Background: an optimization exercise with open tools, aiming at small area. Do not read the settings as production practice. In this exercise RTL edits were held to simulation tests only and were not proved equivalent to the original. The clock input has no modelled driver; a real chip could not lean on it and would need a root buffer or a full tree. No activity file was given, so power comes from the tool's default toggle rates.

red:
// cie_cpu
module cie_cpu (
    input  wire        clk,
    input  wire        rst,           
    output wire        mem_req,
    output wire        mem_we,
    output wire [15:0] mem_addr,
    output wire [15:0] mem_wdata,
    input  wire        mem_ready,
    input  wire [15:0] mem_rdata,
    output wire        in_ready,
    input  wire        in_valid,
    input  wire [15:0] in_data,
    output wire        out_valid,
    output wire [15:0] out_data,
    output wire        halted,
    output wire        err,
    output wire [15:0] err_word,
    output wire [15:0] acc,
    output wire [15:0] ix,
    output wire [15:0] pc,
    output wire        flag_e,
    output wire        alu_z,
    output wire        alu_n,
    output wire        alu_c,
    output wire        alu_v
);
Size in the first run: about 370 cells after synthesis, roughly 83 flip-flops, ~4000 µm² of cells after synthesis.
export LEC_CHECK = 0
export CAP_MARGIN = 20
export CORE_MARGIN = 2
export CORE_UTILIZATION = 60
export SLEW_MARGIN = 20
create_clock -name core_clock -period 10.0 [get_ports {clk}]
standard.sh (not shown) runs the stock make flow with config.mk's settings and CLKGATE_MAP_FILE= SYNTH_SCRIPT=/design/flow/synth_recipe.tcl, a recipe that flattens the netlist after the stock synthesis.
==> flow/flow/run.sh <==
#!/bin/bash
# The standard layout (standard.sh, the standard flow's own make of ORFS), with three changes:
#  - synthesis is synth_recipe.tcl unchanged except that its final ABC mapping
#    runs flow/area.abc, an area-oriented script, in place of ORFS's abc_speed
#    script (the registers come from dfflibmap before ABC and do not change);
#  - the ports are buffered by the smallest buffer cell (every input and output
#    port still gets its own buffer);
#  - the clock is buffered by flow/clk.tcl (three clkbuf_16 next to the three
#    groups of flip-flops they drive) in place of TritonCTS's H-tree.
# Each tool's output goes to flow.log (make and the tools it runs) and to ORFS's
# own logs under orfs/logs/.
set -euo pipefail
W="$PWD"
cat > "$W/synth_area.tcl" <<EOT
proc abc {args} {
  set i [lsearch -exact \$args -script]
  if {\$i >= 0} { lset args [expr {\$i + 1}] $W/flow/area.abc }
  yosys abc {*}\$args
}
source $W/synth_recipe.tcl
EOT
export PRE_CTS_TCL="$W/flow/clk.tcl"
bash standard.sh "SYNTH_SCRIPT=$W/synth_area.tcl" \
  "BUFFER_PORTS_ARGS=-buffer_cell sky130_fd_sc_hd__buf_1" \
  "PRE_CTS_TCL=$W/flow/clk.tcl" finish > flow.log 2>&1
Other scripts of this flow, unchanged in this note and not shown: flow/flow/area.abc, flow/flow/clk.tcl
Changes in blue relative to red:
--- a/flow/design.v
+++ b/flow/design.v
@@ -96,17 +96,17 @@
     wire x0 = r_ix[0];
     wire p0 = r_pc[0];
     wire m0 = r_mar[0];
     wire st_copy = (st == S_COPYI) | (st == S_COPYO);
     wire ex      = (st == S_EXEC);
     wire flagpass = ex & o_shift;                      
-    wire add_x   = o_ldx | o_onix;
+    wire add_x   = (st == S_ADDX) | (ex & o_onix);
     wire add_a   = st_copy ? p0 : add_x ? x0 : a0;
     wire b_zero  = st_copy | o_incdec;
-    wire b_inv   = !st_copy & (o_subl | o_dec);
-    wire cin0    = st_copy | o_subl | (o_incdec & !o_dec);
+    wire b_inv   = ex & (o_subl | o_dec);
+    wire cin0    = st_copy | (ex & ((o_subl) | (o_incdec & !o_dec)));
     wire add_b   = (m0 & !b_zero) ^ b_inv;
     wire add_ci  = t0 ? cin0 : cy;
     wire sum     = add_a ^ add_b ^ add_ci;
     wire cout    = (add_a & add_b) | (add_a & add_ci) | (add_b & add_ci);
     reg [3:0] tt;
     always @(*) begin
@@ -137,13 +137,14 @@
     wire pc_sh  = pass;
     wire pc_in  = clr ? 1'b0 :
                   st_copy ? sum :
                   (ex & take) ? m0 : p0;
     wire mar_sh = pass & !sha & !shb;
     wire mar_in = st_copy ? p0 :
-                  (st == S_ADDX) ? sum : (m0 & !t[3]);    
+                  (st == S_MASK) ? (m0 & !t[3]) :
+                  (st == S_ADDX) ? sum : m0;
     wire mar_ld = ((st == S_LOADI) | (st == S_LOADM) | (st == S_RD1) | (st == S_RD2)) & mem_ready;
     wire in_ld  = (st == S_IN) & in_valid;
     always @(posedge clk) begin
         if (acc_sh)      r_acc <= {acc_in, r_acc[15:1]};
         if (ix_sh)       r_ix  <= {ix_in, r_ix[15:1]};
         if (pc_sh)       r_pc  <= {pc_in, r_pc[15:1]};
Results
- red reached the end of the flow, and the finished layout is clean on the timing, DRC and antenna checks.
- Looking at the reports, blue completed the entire flow and the layout it produced met the timing, DRC and antenna checks.
- Compared with red, in blue worst-case register-to-register setup slack -0.61 ns, HPWL reported at the end of detailed placement +about 0.6%, total internal power +81%, wire length of the first global-routing pass -about 3%, largest stage delay on the critical path -0.71 ns.
- Comparing met1 routed wirelength after detailed routing for blue and red, the bigger number came from red.
- blue — final instance area about 0.6% lower, red as reference
- Of blue and red, the lower pre-CTS setup slack belongs to red.
- The fmax number comes out lower for red vs blue.
- [blue vs red] distinct cell type count of the synthesized netlist: higher in blue
- Relative to red, post-route minimum period decreased by 0.049 ns in blue.
- Worst hold slack: blue vs red, no meaningful difference
- Die span in x of red is on par with blue.
- NOTE number of multi-input combinational cells in the layout red->blue increased slightly
In every run of this note, the design's own scripts or RTL, not TritonCTS, make the clock network.

==> re-timing with driven ports <==
No port has a modelled driver above. Below, the same layouts with a new extraction and two added sets of constraints. Step 1 sets driving cells, clkbuf_16 on the clock port and buf_2 on the other inputs (assumed; they add their load-dependent delay and slew). Step 2 adds t to the input delays and takes it off the output delays; t is the mean of the earliest and latest rising clock arrival at the registers after step 1. Input paths then give back, and output paths get back, about the clock's delay inside the block. Three values: no drivers, after step 1, after step 2; two values: the first two.
run	t, ns	setup slack, ns	worst setup path at the end	slew at the worst register clock pin (ns)	pins driven straight from the clock port
red	0.219	5.465 / 5.470 / 5.288	input to register	0.11 / 0.11	3
blue	0.226	5.515 / 5.494 / 5.393	input to register	0.11 / 0.11	3
After both steps every run listed still meets setup and hold. For red, which loses most, drivers alone change the setup slack by +0.005 ns; drivers and shift together by -0.177 ns.
